What follows belongs to an exercise in optimizing a design on an open flow for a short achievable clock period and few clock cycles per item; a production flow would make more cautious choices.
In this exercise RTL edits were held to simulation tests only and were not proved equivalent to the original.
Power figures rest on the tool's default switching activity, not on a simulated workload.

==> job 5778 <==
// snappy_deframer
module snappy_deframer (
    input  wire        clk,
    input  wire        rst,             
    input  wire        cfg_crc_check,   
    input  wire        in_valid,
    output wire        in_ready,
    input  wire [31:0] in_data,         
    input  wire [2:0]  in_cnt,          
    input  wire        in_last,         
    output reg         out_valid,
    input  wire        out_ready,
    output reg  [31:0] out_data,
    output reg  [2:0]  out_cnt,
    output reg         out_last,        
    output reg         out_cmp,         
    output reg  [31:0] out_stored,      
    output reg  [31:0] out_crc,         
    output reg         done,
    output reg         err,
    output reg  [3:0]  err_code,
    output reg  [31:0] err_pos,
    output reg  [8:0]  err_info
);
==> flow/config.mk <==
export PLATFORM = sky130hd
export DESIGN_NAME = snappy_deframer
export DESIGN_NICKNAME = snappy_deframer
export VERILOG_FILES = /design/flow/design.v
export SDC_FILE = /design/flow/constraint.sdc
export NUM_CORES = 4
export LEC_CHECK = 0
export CAP_MARGIN = 20
export CORE_MARGIN = 2
export CORE_UTILIZATION = 40
export SLEW_MARGIN = 20
==> flow/constraint.sdc <==
create_clock -name core_clock -period 15.0 [get_ports {clk}]
set_input_delay 3.0000 -clock core_clock [delete_from_list [all_inputs] [get_ports {clk}]]
set_output_delay 3.0000 -clock core_clock [all_outputs]
set_load 0.01 [all_outputs]
standard.sh (not shown) runs the stock make flow with config.mk's settings and CLKGATE_MAP_FILE= SYNTH_SCRIPT=/design/flow/synth_recipe.tcl, a recipe that flattens the netlist after the stock synthesis.
==> flow/flow/run.sh <==
#!/bin/bash
# Standard ORFS layout, with timing repair asked to leave a setup margin so
# that the optimiser works towards a shorter period than the 15 ns clock
# (the SDC and clock are unchanged).
set -euo pipefail
export SETUP_SLACK_MARGIN=10.8
bash standard.sh > standard.log 2>&1
==> job 9691: changes against job 5778 <==
--- a/flow/design.v
+++ b/flow/design.v
@@ -28,15 +28,19 @@
     localparam E_TRUNC     = 4'h8;
     localparam E_CHECKSUM  = 4'h9;
     localparam [31:0] CRC_MASK = 32'ha282ead8;
     localparam [47:0] MAGIC    = 48'h59_70_50_61_4e_73;    
     localparam FD = 16;           
     localparam FA = 4;            
     localparam FTH = 3;           
-    localparam FW = 32 + 3 + 1 + 1 + 32 + 32;
+    localparam FW = 32 + 3 + 1 + 1;
+    localparam MD = 8;
+    localparam MA = 3;
+    localparam MTH = 0;
+    localparam MW = 32 + 32;
     function [31:0] crc_loop;
         input [31:0] t;
         begin
             crc_loop[0] = t[31];
             crc_loop[1] = t[0];
             crc_loop[2] = t[1];
             crc_loop[3] = t[2];
@@ -359,14 +363,20 @@
     reg [31:0] q_data, q_pw, q_pw2, q_hdr;
     reg signed [17:0] q_D, q_Dn;
     reg [3:0]  q_P;
     reg [7:0]  q_kind;
     reg        q_first;
     reg [2:0]  q_cnt;
     reg        q_last;
+    reg        q_cont, q_dge5, q_fev, q_hcomp;
+    reg        q_isdat, q_iscmp, q_isunc, q_issid;
+    reg [2:0]  q_ba, q_bb;
+    wire       p_dge5 = p_cont && (pD > 18'sd4);
+    wire [2:0] p_dcap = p_dge5 ? 3'd4 : pD[2:0];
+    wire [1:0] p_hend = pD[1:0] + 2'd3;
     always @(posedge clk) begin
         if (rst) begin
             pD     <= 18'sd0;
             pP     <= 4'd0;
             pkind  <= 8'd0;
             pfirst <= 1'b1;
             q_v    <= 1'b0;
@@ -388,30 +398,38 @@
         q_D     <= pD;
         q_Dn    <= p_Dn;
         q_P     <= pP;
         q_kind  <= pkind;
         q_first <= pfirst;
         q_cnt   <= r_cnt;
         q_last  <= r_last;
+        q_cont  <= p_cont;
+        q_dge5  <= p_dge5;
+        q_fev   <= p_cont && !p_dge5 && (pD[2:0] <= r_cnt);
+        q_hcomp <= !p_cont && ({1'b0, p_hend} < r_cnt);
+        q_isdat <= (pkind[7:1] == 7'd0);
+        q_iscmp <= (pkind == 8'h00);
+        q_isunc <= (pkind == 8'h01);
+        q_issid <= (pkind == 8'hff);
+        q_ba    <= (pP >= 4'd4) ? 3'd0 : (3'd4 - pP[2:0]);
+        q_bb    <= (p_dcap > r_cnt) ? r_cnt : p_dcap;
     end
     reg [31:0] wpos;          
     reg [31:0] fpos;          
     reg [31:0] stq;           
-    wire       cont  = !q_D[17] && (q_D != 18'sd0);
-    wire       dge5  = cont && (q_D > 18'sd4);
+    wire       cont  = q_cont;
+    wire       dge5  = q_dge5;
     wire [2:0] dlo   = q_D[2:0];
-    wire       isdat = (q_kind[7:1] == 7'd0);
-    wire       iscmp = (q_kind == 8'h00);
-    wire       isunc = (q_kind == 8'h01);
-    wire       issid = (q_kind == 8'hff);
-    wire [2:0] ba    = (q_P >= 4'd4) ? 3'd0 : (3'd4 - q_P[2:0]);
-    wire [2:0] dcap  = dge5 ? 3'd4 : dlo;
-    wire [2:0] bb    = (dcap > q_cnt) ? q_cnt : dcap;
-    wire       fe    = cont && !dge5;                   
-    wire       fev   = fe && (dlo <= q_cnt);            
+    wire       isdat = q_isdat;
+    wire       iscmp = q_iscmp;
+    wire       isunc = q_isunc;
+    wire       issid = q_issid;
+    wire [2:0] ba    = q_ba;
+    wire [2:0] bb    = q_bb;
+    wire       fev   = q_fev;                           
     wire       bany  = (bb > ba);
     wire [2:0] nb    = (cont && isdat && bany) ? (bb - ba) : 3'd0;
     wire       beat  = cont && isdat && (bany || fev);
     wire       cstart = cont && isdat && (q_P <= 4'd4);
     wire [31:0] bdata = q_data >> {ba, 3'b000};
     wire [3:0]  bmask;
     genvar gi;
@@ -427,16 +445,15 @@
     wire        csum_done = cont && isdat && (q_P <= 4'd3) && ({1'b0, 2'd3 - q_P[1:0]} < q_cnt);
     wire [63:0] win8 = {q_data, q_pw};                   
     wire [31:0] st_new = win8 >> {(3'd4 - q_P[2:0]), 3'b000};
     wire [31:0] st_cur = csum_done ? st_new : stq;
     wire [95:0] win12 = {q_data, q_pw, q_pw2};          
     wire [47:0] sid6  = win12 >> {(dlo + 3'd2), 3'b000};
     wire        sid_err = fev && issid && (sid6 != MAGIC);
-    wire [1:0]  hend  = q_D[1:0] + 2'd3;                
-    wire        hcomp = !cont && ({1'b0, hend} < q_cnt);
+    wire        hcomp = q_hcomp;                       
     wire [7:0]  hk    = q_hdr[7:0];
     wire [23:0] hl    = q_hdr[31:8];
     reg         hdr_bad;
     reg  [3:0]  hdr_code;
     reg  [8:0]  hdr_info;
     always @* begin
         hdr_bad  = 1'b1;
@@ -631,63 +648,102 @@
         f_fpos   <= s_fpos;
         f_eb     <= s_eb;
         f_done   <= s_done;
         f_ecode  <= s_ecode;
         f_einfo  <= s_einfo;
         f_epos   <= s_epos;
     end
-    wire fin  = err | done;
+    reg        st_done, st_err;
+    reg [3:0]  st_code;
+    reg [31:0] st_pos;
+    reg [8:0]  st_info;
+    wire fin  = st_err | st_done;
     wire push = f_v && f_beat && !fin;
-    wire [FW-1:0] pdata = {f_data, f_n, f_last, f_cmp, f_stored, f_crc};
+    wire [FW-1:0] pdata = {f_data, f_n, f_last, f_cmp};
+    wire [MW-1:0] pmeta = {f_stored, f_crc};
+    wire mpush = push && f_last;
     always @(posedge clk) begin
         if (rst) begin
-            done <= 1'b0;
-            err  <= 1'b0;
+            st_done <= 1'b0;
+            st_err  <= 1'b0;
         end else if (f_v && !fin) begin
             if (f_chk && (f_crc != f_stored)) begin
-                err      <= 1'b1;
-                err_code <= E_CHECKSUM;
-                err_info <= 9'h101;
-                err_pos  <= f_fpos;
+                st_err  <= 1'b1;
+                st_code <= E_CHECKSUM;
+                st_info <= 9'h101;
+                st_pos  <= f_fpos;
             end else if (f_eb) begin
-                err      <= 1'b1;
-                err_code <= f_ecode;
-                err_info <= f_einfo;
-                err_pos  <= f_epos;
+                st_err  <= 1'b1;
+                st_code <= f_ecode;
+                st_info <= f_einfo;
+                st_pos  <= f_epos;
             end else if (f_done) begin
-                done <= 1'b1;
+                st_done <= 1'b1;
             end
         end
     end
+    always @(posedge clk) begin
+        if (rst) begin
+            done <= 1'b0;
+            err  <= 1'b0;
+        end else begin
+            done <= st_done;
+            err  <= st_err;
+        end
+        err_code <= st_code;
+        err_pos  <= st_pos;
+        err_info <= st_info;
+    end
     reg [FW-1:0] fmem [0:FD-1];
     reg [FA-1:0] wp, rp;
     wire [FA-1:0] used = wp - rp;
     wire fne  = (wp != rp);
     wire take = !out_valid || out_ready;
     always @(posedge clk) begin
         if (push) fmem[wp] <= pdata;
     end
+    wire [FW-1:0] head_nx = fne ? fmem[rp] : pdata;
+    reg  [FW-1:0] head_n;         
     always @(posedge clk) begin
         if (rst) begin
             wp        <= {FA{1'b0}};
             rp        <= {FA{1'b0}};
             out_valid <= 1'b0;
         end else begin
             if (push) wp <= wp + 1'b1;
-            if (take) begin
-                out_valid <= fne || push;
-                if (fne || push) rp <= rp + 1'b1;
-            end
+            if (take && (fne || push)) rp <= rp + 1'b1;
+            out_valid <= !take || fne || push;
+        end
+        {out_data, out_cnt, out_last, out_cmp} <= take ? head_nx : ~head_n;
+        if (take) head_n <= ~head_nx;
+    end
+    reg [MW-1:0] mmem [0:MD-1];
+    reg [MA-1:0] mwp, mrp;
+    wire [MA-1:0] mused = mwp - mrp;
+    wire mfne = (mwp != mrp);
+    wire [MW-1:0] meta_nx = mfne ? mmem[mrp] : pmeta;
+    reg  [MW-1:0] meta_n;
+    wire head_last = head_nx[1];
+    always @(posedge clk) begin
+        if (mpush) mmem[mwp] <= pmeta;
+    end
+    always @(posedge clk) begin
+        if (rst) begin
+            mwp <= {MA{1'b0}};
+            mrp <= {MA{1'b0}};
+        end else begin
+            if (mpush) mwp <= mwp + 1'b1;
+            if (take && (fne || push) && head_last) mrp <= mrp + 1'b1;
         end
-        if (take)
-            {out_data, out_cnt, out_last, out_cmp, out_stored, out_crc} <= fne ? fmem[rp] : pdata;
+        {out_stored, out_crc} <= take ? meta_nx : ~meta_n;
+        if (take) meta_n <= ~meta_nx;
     end
     always @(posedge clk) begin
         if (rst) begin
             in_rdy   <= 1'b1;
             last_acc <= 1'b0;
         end else begin
             if (acc && in_last) last_acc <= 1'b1;
-            in_rdy <= !fin && !last_acc && !(acc && in_last) && (used <= FTH);
+            in_rdy <= !fin && !last_acc && !(acc && in_last) && (used <= FTH) && (mused <= MTH);
         end
     end
 endmodule
==> flow/flow/run.sh (replaced) <==
#!/bin/bash
# Standard ORFS layout, with timing repair asked to leave a setup margin so
# that the optimiser works towards a shorter period than the 15 ns clock
# (the SDC and clock are unchanged).
set -euo pipefail
export SETUP_SLACK_MARGIN=11.2
bash standard.sh > standard.log 2>&1
==> flow/config.mk (replaced) <==
export PLATFORM = sky130hd
export DESIGN_NAME = snappy_deframer
export DESIGN_NICKNAME = snappy_deframer
export VERILOG_FILES = /design/flow/design.v
export SDC_FILE = /design/flow/constraint.sdc
export NUM_CORES = 4
export LEC_CHECK = 0
export CAP_MARGIN = 20
export CORE_MARGIN = 2
export CORE_UTILIZATION = 55
export CTS_CLUSTER_DIAMETER = 80
export CTS_CLUSTER_SIZE = 30
export PLACE_DENSITY = 0.65
export SLEW_MARGIN = 20
==> comparison table <==
| quantity | job 9691 | job 5778 |
|---|---|---|
| Post-detailed-route via-to-cell ratio | 5.888 | 5.483 |
| Cell area after technology mapping | 109400 sq um | 123800 sq um |
| Count of flip-flops with a built-in enable after synthesis | 1470 | 1982 |
| Source of the worst hold timing path | c_stored[23]$_DFF_P_ | m_data[30]$_DFF_P_ |
| Total number of vias | 60720 | 67890 |
| Number of rows in the core area | 163 | 204 |
| Largest net degree at the start of global routing | 96 | 133 |
| Total detailed-routing wirelength | 277600 microns | 336100 microns |
| Total global routing track utilization | 0.2703 | 0.2092 |
| Net switching share of the total power | 0.2752 | 0.2761 |
| Antenna diodes | 2 | 1 |
| Placed instance count | 10050 | 11770 |
| Total net switching power | 4.616 mW | 6.572 mW |
| Critical-path maximum fanout | 2 | 1 |
| DP Worst Slack | 9194 ps | 9055 ps |
| Met1 GRT Util | 0.3878 | 0.3002 |
| Status | complete, no violations | complete, no violations |
| Seq area share | 0.6002 | 0.5892 |
| Clock Power Share | 0.242 | 0.339 |
| Number of design-rule violations left by the first detailed-router iteration | 6091 | 7470 |
| Share of the clock period used by the worst path after layout | 0.2884 | 0.3061 |
| Worst slew margin relative to its limit | 0.2263 | 0.1446 |
| Synth Instances | 7483 | 7712 |
| Worst stage delay on the critical path | 380 ps | 510 ps |
| Setup ws final | 10670 ps | 10410 ps |
Testbench counts of job 5778, summed over its fixed seeds: cycles 70,724, bytes 280,481.
Testbench counts of job 9691, summed over its fixed seeds: cycles 70,740, bytes 280,481.

## afterwards: timing with drivers on the ports
The flow's constraints put no driver on any port. The routed layouts listed below were extracted and timed again, unchanged, in two steps. Step 1 sets driving cells, clkbuf_16 on the clock port and buf_2 on the other inputs (assumed; they add their load-dependent delay and slew). Step 2 also shifts input and output timing later by t, the mid clock arrival at the registers, as if the neighbouring blocks saw the same clock. a / b / c = no drivers / after step 1 / after step 2; a / b = the first two.
run | t, ns | slack for setup (ns) | clock arrival spread, ns | pins driven straight from the clock port
job 5778 | 0.962 | 10.408 / 10.307 / 9.950 | 0.116 / 0.117 | 1
job 9691 | 0.883 | 10.674 / 10.589 / 10.398 | 0.059 / 0.059 | 1
After both steps setup and hold are still met in every run listed. For job 5778, which loses most, drivers alone change the setup slack by -0.101 ns; drivers and shift together by -0.458 ns.
